Background: an optimization exercise with open tools, aiming at small area and a short achievable clock period. Do not read the settings as production practice.
In this exercise RTL edits were held to simulation tests only and were not proved equivalent to the original.

==> run X: inputs <==
// tgb_chan_trial
module tgb_chan_trial (
    input  wire               clk,
    input  wire               rst,         
    input  wire               scheme,      
    input  wire [3:0]         sps,         
    input  wire [7:0]         phase_inc,   
    input  wire [7:0]         sigma,       
    input  wire               start,       
    input  wire               s_valid,
    input  wire [1:0]         sym_i,       
    input  wire [1:0]         sym_q,       
    input  wire signed [9:0]  noise,       
    output reg                r_valid,
    output wire signed [25:0] r_stat_i,
    output wire signed [25:0] r_stat_q,
    output wire               r_dec_i,     
    output wire               r_dec_q,
    output wire [15:0]        r_errs
);
==> flow/config.mk <==
export PLATFORM = sky130hd
export DESIGN_NAME = tgb_chan_trial
export DESIGN_NICKNAME = tgb_chan_trial
export VERILOG_FILES = /design/flow/design.v
export SDC_FILE = /design/flow/constraint.sdc
export NUM_CORES = 4
export LEC_CHECK = 0
export ABC_AREA = 1
export CAP_MARGIN = 20
export CORE_MARGIN = 2
export CORE_UTILIZATION = 40
export CTS_BUF_LIST = sky130_fd_sc_hd__clkbuf_4
export SLEW_MARGIN = 20
export SYNTH_HIERARCHICAL = 1
==> flow/constraint.sdc <==
create_clock -name core_clock -period 30.0 [get_ports {clk}]
set_input_delay 6.0000 -clock core_clock [delete_from_list [all_inputs] [get_ports {clk}]]
set_output_delay 6.0000 -clock core_clock [all_outputs]
set_load 0.01 [all_outputs]
standard.sh (not shown) runs the stock make flow with config.mk's settings and CLKGATE_MAP_FILE= SYNTH_SCRIPT=/design/flow/synth_recipe.tcl, a recipe that flattens the netlist after the stock synthesis.
==> flow/flow/run.sh <==
#!/bin/bash
set -euo pipefail
cd "$(dirname "$0")/.."
bash standard.sh "BUFFER_PORTS_ARGS=-buffer_cell sky130_fd_sc_hd__buf_2" finish > standard_flow.log 2>&1
==> run K (differences from run X) <==
--- a/flow/design.v
+++ b/flow/design.v
@@ -111,17 +111,35 @@
     reg  [7:0] phase;
     reg  [3:0] cnt;
     reg        ffirst;                     
     wire [7:0] ph    = st0 ? 8'd0 : phase;
     wire [3:0] ccnt  = st0 ? 4'd0 : cnt;
     wire       cff   = st0 | ffirst;
     wire       last  = (ccnt == sps0 - 4'd1);
+    wire [7:0] ph_next;
+    wire pa_s1, pa_c2;
+    tgb_ha pa_s1_ha (.a(ph[0]), .b(pinc0[0]), .s(pa_s1), .co(pa_c2));
+    wire pa_s3, pa_c4;
+    tgb_fa pa_s3_fa (.a(ph[1]), .b(pinc0[1]), .c(pa_c2), .s(pa_s3), .co(pa_c4));
+    wire pa_s5, pa_c6;
+    tgb_fa pa_s5_fa (.a(ph[2]), .b(pinc0[2]), .c(pa_c4), .s(pa_s5), .co(pa_c6));
+    wire pa_s7, pa_c8;
+    tgb_fa pa_s7_fa (.a(ph[3]), .b(pinc0[3]), .c(pa_c6), .s(pa_s7), .co(pa_c8));
+    wire pa_s9, pa_c10;
+    tgb_fa pa_s9_fa (.a(ph[4]), .b(pinc0[4]), .c(pa_c8), .s(pa_s9), .co(pa_c10));
+    wire pa_s11, pa_c12;
+    tgb_fa pa_s11_fa (.a(ph[5]), .b(pinc0[5]), .c(pa_c10), .s(pa_s11), .co(pa_c12));
+    wire pa_s13, pa_c14;
+    tgb_fa pa_s13_fa (.a(ph[6]), .b(pinc0[6]), .c(pa_c12), .s(pa_s13), .co(pa_c14));
+    wire pa_s15, pa_c16;
+    tgb_fa pa_s15_fa (.a(ph[7]), .b(pinc0[7]), .c(pa_c14), .s(pa_s15), .co(pa_c16));
+    assign ph_next = {pa_s15, pa_s13, pa_s11, pa_s9, pa_s7, pa_s5, pa_s3, pa_s1};
     always @(posedge clk) begin
         if (v0) begin
-            phase  <= ph + pinc0;
+            phase  <= ph_next;
             cnt    <= last ? 4'd0 : ccnt + 4'd1;
             ffirst <= cff & ~last;
         end else begin
             phase  <= ph;
             cnt    <= ccnt;
             ffirst <= cff;
         end
@@ -729,15 +747,40 @@
     wire qc_o251 = qc_s204 ^ qc_g238;
     wire qc_o252 = qc_s206 ^ qc_g242;
     wire qc_o253 = qc_s208 ^ qc_g235;
     wire qc_o254 = qc_s210 ^ qc_g243;
     wire qc_o255 = qc_s212 ^ qc_g239;
     wire qc_o256 = qc_s214 ^ qc_g244;
     assign rxq = {qc_o256, qc_o255, qc_o254, qc_o253, qc_o252, qc_o251, qc_o250, qc_o249, qc_o248, qc_o247, qc_o246, qc_o245};
-    wire [11:0] rxb = u1 + nz1;
+    wire [11:0] rxb;
+    wire rb_s1, rb_c2;
+    tgb_ha rb_s1_ha (.a(u1[0]), .b(nz1[0]), .s(rb_s1), .co(rb_c2));
+    wire rb_s3, rb_c4;
+    tgb_fa rb_s3_fa (.a(u1[1]), .b(nz1[1]), .c(rb_c2), .s(rb_s3), .co(rb_c4));
+    wire rb_s5, rb_c6;
+    tgb_fa rb_s5_fa (.a(u1[2]), .b(nz1[2]), .c(rb_c4), .s(rb_s5), .co(rb_c6));
+    wire rb_s7, rb_c8;
+    tgb_fa rb_s7_fa (.a(u1[3]), .b(nz1[3]), .c(rb_c6), .s(rb_s7), .co(rb_c8));
+    wire rb_s9, rb_c10;
+    tgb_fa rb_s9_fa (.a(u1[4]), .b(nz1[4]), .c(rb_c8), .s(rb_s9), .co(rb_c10));
+    wire rb_s11, rb_c12;
+    tgb_fa rb_s11_fa (.a(u1[5]), .b(nz1[5]), .c(rb_c10), .s(rb_s11), .co(rb_c12));
+    wire rb_s13, rb_c14;
+    tgb_fa rb_s13_fa (.a(u1[6]), .b(nz1[6]), .c(rb_c12), .s(rb_s13), .co(rb_c14));
+    wire rb_s15, rb_c16;
+    tgb_fa rb_s15_fa (.a(u1[7]), .b(nz1[7]), .c(rb_c14), .s(rb_s15), .co(rb_c16));
+    wire rb_s17, rb_c18;
+    tgb_fa rb_s17_fa (.a(u1[8]), .b(nz1[8]), .c(rb_c16), .s(rb_s17), .co(rb_c18));
+    wire rb_s19, rb_c20;
+    tgb_fa rb_s19_fa (.a(u1[9]), .b(nz1[9]), .c(rb_c18), .s(rb_s19), .co(rb_c20));
+    wire rb_s21, rb_c22;
+    tgb_fa rb_s21_fa (.a(u1[10]), .b(nz1[10]), .c(rb_c20), .s(rb_s21), .co(rb_c22));
+    wire rb_s23, rb_c24;
+    tgb_fa rb_s23_fa (.a(u1[11]), .b(nz1[11]), .c(rb_c22), .s(rb_s23), .co(rb_c24));
+    assign rxb = {rb_s23, rb_s21, rb_s19, rb_s17, rb_s15, rb_s13, rb_s11, rb_s9, rb_s7, rb_s5, rb_s3, rb_s1};
     wire [11:0] rx  = sch1 ? rxq : rxb;
     reg        v2, l2, f2, ff2, sch2, ei2, eq2, cn2, sn2;
     reg [11:0] rx2;
     reg [8:0]  cm2, sm2;
     always @(posedge clk) begin
         v2   <= v1 & ~rst;
         l2   <= l1;
@@ -1580,15 +1623,45 @@
     wire mq_o410 = mq_s318 ^ mq_g375;
     wire mq_o411 = mq_s320 ^ mq_g386;
     wire mq_o412 = mq_s322 ^ mq_g368;
     assign sum_q = {mq_o412, mq_o411, mq_o410, mq_o409, mq_o408, mq_o407, mq_o406, mq_o405, mq_o404, mq_o403, mq_o402, mq_o401, mq_o400, mq_o399, mq_o398, mq_o397, mq_o396, mq_o395, mq_o394, mq_o393, mq_o392, mq_o391, mq_o390, mq_o389, mq_o388};
     wire err_i = sum_i[24] == ei2;
     wire err_q = sch2 & (sum_q[24] == eq2);
     wire [15:0] eb  = ff2 ? 16'd0 : errs;
-    wire [14:0] eu1 = eb[15:1] + 15'd1;
+    wire [14:0] eu1;
+    wire ei_o1 = ~eb[1];
+    wire ei_s2, ei_c3;
+    tgb_ha ei_s2_ha (.a(eb[2]), .b(eb[1]), .s(ei_s2), .co(ei_c3));
+    wire ei_s4, ei_c5;
+    tgb_ha ei_s4_ha (.a(eb[3]), .b(ei_c3), .s(ei_s4), .co(ei_c5));
+    wire ei_s6, ei_c7;
+    tgb_ha ei_s6_ha (.a(eb[4]), .b(ei_c5), .s(ei_s6), .co(ei_c7));
+    wire ei_s8, ei_c9;
+    tgb_ha ei_s8_ha (.a(eb[5]), .b(ei_c7), .s(ei_s8), .co(ei_c9));
+    wire ei_s10, ei_c11;
+    tgb_ha ei_s10_ha (.a(eb[6]), .b(ei_c9), .s(ei_s10), .co(ei_c11));
+    wire ei_s12, ei_c13;
+    tgb_ha ei_s12_ha (.a(eb[7]), .b(ei_c11), .s(ei_s12), .co(ei_c13));
+    wire ei_s14, ei_c15;
+    tgb_ha ei_s14_ha (.a(eb[8]), .b(ei_c13), .s(ei_s14), .co(ei_c15));
+    wire ei_s16, ei_c17;
+    tgb_ha ei_s16_ha (.a(eb[9]), .b(ei_c15), .s(ei_s16), .co(ei_c17));
+    wire ei_s18, ei_c19;
+    tgb_ha ei_s18_ha (.a(eb[10]), .b(ei_c17), .s(ei_s18), .co(ei_c19));
+    wire ei_s20, ei_c21;
+    tgb_ha ei_s20_ha (.a(eb[11]), .b(ei_c19), .s(ei_s20), .co(ei_c21));
+    wire ei_s22, ei_c23;
+    tgb_ha ei_s22_ha (.a(eb[12]), .b(ei_c21), .s(ei_s22), .co(ei_c23));
+    wire ei_s24, ei_c25;
+    tgb_ha ei_s24_ha (.a(eb[13]), .b(ei_c23), .s(ei_s24), .co(ei_c25));
+    wire ei_s26, ei_c27;
+    tgb_ha ei_s26_ha (.a(eb[14]), .b(ei_c25), .s(ei_s26), .co(ei_c27));
+    wire ei_s28, ei_c29;
+    tgb_ha ei_s28_ha (.a(eb[15]), .b(ei_c27), .s(ei_s28), .co(ei_c29));
+    assign eu1 = {ei_s28, ei_s26, ei_s24, ei_s22, ei_s20, ei_s18, ei_s16, ei_s14, ei_s12, ei_s10, ei_s8, ei_s6, ei_s4, ei_s2, ei_o1};
     wire        ec1 = (err_i & err_q) | ((err_i ^ err_q) & eb[0]);
     wire [15:0] errs_new = {ec1 ? eu1 : eb[15:1], eb[0] ^ err_i ^ err_q};
     always @(posedge clk) begin
         if (rst) r_valid <= 1'b0;
         else     r_valid <= v2 & l2;
         acc_i <= sum_i;
         acc_q <= sum_q;
==> flow/flow/run.sh (replaced) <==
#!/bin/bash
set -euo pipefail
cd "$(dirname "$0")/.."
bash standard.sh "BUFFER_PORTS_ARGS=-buffer_cell sky130_fd_sc_hd__buf_1" finish > standard_flow.log 2>&1
Settings changed: CORE_UTILIZATION 40 to 60, CTS_BUF_LIST sky130_fd_sc_hd__clkbuf_4 to default.
==> run E (differences from run X) <==
--- a/flow/design.v
+++ b/flow/design.v
@@ -111,17 +111,35 @@
     reg  [7:0] phase;
     reg  [3:0] cnt;
     reg        ffirst;                     
     wire [7:0] ph    = st0 ? 8'd0 : phase;
     wire [3:0] ccnt  = st0 ? 4'd0 : cnt;
     wire       cff   = st0 | ffirst;
     wire       last  = (ccnt == sps0 - 4'd1);
+    wire [7:0] ph_next;
+    wire pa_s1, pa_c2;
+    tgb_ha pa_s1_ha (.a(ph[0]), .b(pinc0[0]), .s(pa_s1), .co(pa_c2));
+    wire pa_s3, pa_c4;
+    tgb_fa pa_s3_fa (.a(ph[1]), .b(pinc0[1]), .c(pa_c2), .s(pa_s3), .co(pa_c4));
+    wire pa_s5, pa_c6;
+    tgb_fa pa_s5_fa (.a(ph[2]), .b(pinc0[2]), .c(pa_c4), .s(pa_s5), .co(pa_c6));
+    wire pa_s7, pa_c8;
+    tgb_fa pa_s7_fa (.a(ph[3]), .b(pinc0[3]), .c(pa_c6), .s(pa_s7), .co(pa_c8));
+    wire pa_s9, pa_c10;
+    tgb_fa pa_s9_fa (.a(ph[4]), .b(pinc0[4]), .c(pa_c8), .s(pa_s9), .co(pa_c10));
+    wire pa_s11, pa_c12;
+    tgb_fa pa_s11_fa (.a(ph[5]), .b(pinc0[5]), .c(pa_c10), .s(pa_s11), .co(pa_c12));
+    wire pa_s13, pa_c14;
+    tgb_fa pa_s13_fa (.a(ph[6]), .b(pinc0[6]), .c(pa_c12), .s(pa_s13), .co(pa_c14));
+    wire pa_s15, pa_c16;
+    tgb_fa pa_s15_fa (.a(ph[7]), .b(pinc0[7]), .c(pa_c14), .s(pa_s15), .co(pa_c16));
+    assign ph_next = {pa_s15, pa_s13, pa_s11, pa_s9, pa_s7, pa_s5, pa_s3, pa_s1};
     always @(posedge clk) begin
         if (v0) begin
-            phase  <= ph + pinc0;
+            phase  <= ph_next;
             cnt    <= last ? 4'd0 : ccnt + 4'd1;
             ffirst <= cff & ~last;
         end else begin
             phase  <= ph;
             cnt    <= ccnt;
             ffirst <= cff;
         end
@@ -729,15 +747,40 @@
     wire qc_o251 = qc_s204 ^ qc_g238;
     wire qc_o252 = qc_s206 ^ qc_g242;
     wire qc_o253 = qc_s208 ^ qc_g235;
     wire qc_o254 = qc_s210 ^ qc_g243;
     wire qc_o255 = qc_s212 ^ qc_g239;
     wire qc_o256 = qc_s214 ^ qc_g244;
     assign rxq = {qc_o256, qc_o255, qc_o254, qc_o253, qc_o252, qc_o251, qc_o250, qc_o249, qc_o248, qc_o247, qc_o246, qc_o245};
-    wire [11:0] rxb = u1 + nz1;
+    wire [11:0] rxb;
+    wire rb_s1, rb_c2;
+    tgb_ha rb_s1_ha (.a(u1[0]), .b(nz1[0]), .s(rb_s1), .co(rb_c2));
+    wire rb_s3, rb_c4;
+    tgb_fa rb_s3_fa (.a(u1[1]), .b(nz1[1]), .c(rb_c2), .s(rb_s3), .co(rb_c4));
+    wire rb_s5, rb_c6;
+    tgb_fa rb_s5_fa (.a(u1[2]), .b(nz1[2]), .c(rb_c4), .s(rb_s5), .co(rb_c6));
+    wire rb_s7, rb_c8;
+    tgb_fa rb_s7_fa (.a(u1[3]), .b(nz1[3]), .c(rb_c6), .s(rb_s7), .co(rb_c8));
+    wire rb_s9, rb_c10;
+    tgb_fa rb_s9_fa (.a(u1[4]), .b(nz1[4]), .c(rb_c8), .s(rb_s9), .co(rb_c10));
+    wire rb_s11, rb_c12;
+    tgb_fa rb_s11_fa (.a(u1[5]), .b(nz1[5]), .c(rb_c10), .s(rb_s11), .co(rb_c12));
+    wire rb_s13, rb_c14;
+    tgb_fa rb_s13_fa (.a(u1[6]), .b(nz1[6]), .c(rb_c12), .s(rb_s13), .co(rb_c14));
+    wire rb_s15, rb_c16;
+    tgb_fa rb_s15_fa (.a(u1[7]), .b(nz1[7]), .c(rb_c14), .s(rb_s15), .co(rb_c16));
+    wire rb_s17, rb_c18;
+    tgb_fa rb_s17_fa (.a(u1[8]), .b(nz1[8]), .c(rb_c16), .s(rb_s17), .co(rb_c18));
+    wire rb_s19, rb_c20;
+    tgb_fa rb_s19_fa (.a(u1[9]), .b(nz1[9]), .c(rb_c18), .s(rb_s19), .co(rb_c20));
+    wire rb_s21, rb_c22;
+    tgb_fa rb_s21_fa (.a(u1[10]), .b(nz1[10]), .c(rb_c20), .s(rb_s21), .co(rb_c22));
+    wire rb_s23, rb_c24;
+    tgb_fa rb_s23_fa (.a(u1[11]), .b(nz1[11]), .c(rb_c22), .s(rb_s23), .co(rb_c24));
+    assign rxb = {rb_s23, rb_s21, rb_s19, rb_s17, rb_s15, rb_s13, rb_s11, rb_s9, rb_s7, rb_s5, rb_s3, rb_s1};
     wire [11:0] rx  = sch1 ? rxq : rxb;
     reg        v2, l2, f2, ff2, sch2, ei2, eq2, cn2, sn2;
     reg [11:0] rx2;
     reg [8:0]  cm2, sm2;
     always @(posedge clk) begin
         v2   <= v1 & ~rst;
         l2   <= l1;
@@ -1580,15 +1623,45 @@
     wire mq_o410 = mq_s318 ^ mq_g375;
     wire mq_o411 = mq_s320 ^ mq_g386;
     wire mq_o412 = mq_s322 ^ mq_g368;
     assign sum_q = {mq_o412, mq_o411, mq_o410, mq_o409, mq_o408, mq_o407, mq_o406, mq_o405, mq_o404, mq_o403, mq_o402, mq_o401, mq_o400, mq_o399, mq_o398, mq_o397, mq_o396, mq_o395, mq_o394, mq_o393, mq_o392, mq_o391, mq_o390, mq_o389, mq_o388};
     wire err_i = sum_i[24] == ei2;
     wire err_q = sch2 & (sum_q[24] == eq2);
     wire [15:0] eb  = ff2 ? 16'd0 : errs;
-    wire [14:0] eu1 = eb[15:1] + 15'd1;
+    wire [14:0] eu1;
+    wire ei_o1 = ~eb[1];
+    wire ei_s2, ei_c3;
+    tgb_ha ei_s2_ha (.a(eb[2]), .b(eb[1]), .s(ei_s2), .co(ei_c3));
+    wire ei_s4, ei_c5;
+    tgb_ha ei_s4_ha (.a(eb[3]), .b(ei_c3), .s(ei_s4), .co(ei_c5));
+    wire ei_s6, ei_c7;
+    tgb_ha ei_s6_ha (.a(eb[4]), .b(ei_c5), .s(ei_s6), .co(ei_c7));
+    wire ei_s8, ei_c9;
+    tgb_ha ei_s8_ha (.a(eb[5]), .b(ei_c7), .s(ei_s8), .co(ei_c9));
+    wire ei_s10, ei_c11;
+    tgb_ha ei_s10_ha (.a(eb[6]), .b(ei_c9), .s(ei_s10), .co(ei_c11));
+    wire ei_s12, ei_c13;
+    tgb_ha ei_s12_ha (.a(eb[7]), .b(ei_c11), .s(ei_s12), .co(ei_c13));
+    wire ei_s14, ei_c15;
+    tgb_ha ei_s14_ha (.a(eb[8]), .b(ei_c13), .s(ei_s14), .co(ei_c15));
+    wire ei_s16, ei_c17;
+    tgb_ha ei_s16_ha (.a(eb[9]), .b(ei_c15), .s(ei_s16), .co(ei_c17));
+    wire ei_s18, ei_c19;
+    tgb_ha ei_s18_ha (.a(eb[10]), .b(ei_c17), .s(ei_s18), .co(ei_c19));
+    wire ei_s20, ei_c21;
+    tgb_ha ei_s20_ha (.a(eb[11]), .b(ei_c19), .s(ei_s20), .co(ei_c21));
+    wire ei_s22, ei_c23;
+    tgb_ha ei_s22_ha (.a(eb[12]), .b(ei_c21), .s(ei_s22), .co(ei_c23));
+    wire ei_s24, ei_c25;
+    tgb_ha ei_s24_ha (.a(eb[13]), .b(ei_c23), .s(ei_s24), .co(ei_c25));
+    wire ei_s26, ei_c27;
+    tgb_ha ei_s26_ha (.a(eb[14]), .b(ei_c25), .s(ei_s26), .co(ei_c27));
+    wire ei_s28, ei_c29;
+    tgb_ha ei_s28_ha (.a(eb[15]), .b(ei_c27), .s(ei_s28), .co(ei_c29));
+    assign eu1 = {ei_s28, ei_s26, ei_s24, ei_s22, ei_s20, ei_s18, ei_s16, ei_s14, ei_s12, ei_s10, ei_s8, ei_s6, ei_s4, ei_s2, ei_o1};
     wire        ec1 = (err_i & err_q) | ((err_i ^ err_q) & eb[0]);
     wire [15:0] errs_new = {ec1 ? eu1 : eb[15:1], eb[0] ^ err_i ^ err_q};
     always @(posedge clk) begin
         if (rst) r_valid <= 1'b0;
         else     r_valid <= v2 & l2;
         acc_i <= sum_i;
         acc_q <= sum_q;
Settings changed: CORE_UTILIZATION 40 to 60, CTS_BUF_LIST sky130_fd_sc_hd__clkbuf_4 to default.
==> reports/metrics.yaml <==
total_of_plain_and_repair_buffers_excluding_clock_buffers: 121
dp_cells: 3013
drt-initial-drc-count: 869
post_synth_inst_count: 2315
run_status: "complete, no violations"
timing.critical_path.slowest_cell_delay_ps: 440
final.setup.worst_slack_ps: 22560
fill_cells: 4907
p_r_area_growth_vs_syn_pct: 9.425
layout.core_utilization: 0.4410
met2_routing_resource_usage_after_global_routing: 0.3146
n_multi_input_combinational_cell: 1729
[end of results for run X]
==> reports/metrics.yaml <==
drt-initial-drc-count: 1103
run_status: "complete, no violations"
crit_buf_inv: 1
total_of_plain_and_repair_buffers_excluding_clock_buffers: 123
timing.critical_path.slowest_cell_delay_ps: 400
total_overflow_reported_by_the_global_router: 0
final.setup.worst_slack_ps: 22880
met2_routing_resource_usage_after_global_routing: 0.4291
n_multi_input_combinational_cell: 1653
layout.core_utilization: 0.6589
fill_cells: 2692
p_r_area_growth_vs_syn_pct: 7.643
dp_cells: 2637
[end of results for run E]
==> reports/metrics.yaml <==
final.setup.worst_slack_ps: 22900
run_status: "complete, no violations"
layout.core_utilization: 0.6537
n_multi_input_combinational_cell: 1653
met2_routing_resource_usage_after_global_routing: 0.4451
post_synth_inst_count: 2202
timing.critical_path.slowest_cell_delay_ps: 380
dp_cells: 2637
p_r_area_growth_vs_syn_pct: 6.784
[end of results for run K]

## afterwards: timing with drivers on the ports
How much do the figures lean on ideal ports? The routed layouts below were timed once more, with nothing changed but the port constraints.
Step 1, drivers: a clkbuf_16 drives clk and a buf_2 each remaining input, both assumed.
Step 2 also shifts input and output timing later by t, the mid clock arrival at the registers, as if the neighbouring blocks saw the same clock.
Three values: ideal, step 1, step 2; two values: the first two.
run | shift t [ns] | slack for setup (ns) | worst setup path after step 2 | worst data-port slew with drivers (ns)
run X | 0.846 | 22.559 / 22.507 / 22.979 | register to register | 0.04
run K | 0.603 | 22.899 / 22.843 / 23.303 | register to register | 0.04
run E | 0.602 | 22.878 / 22.826 / 23.276 | register to register | 0.05
After both steps setup and hold are still met in every run listed.
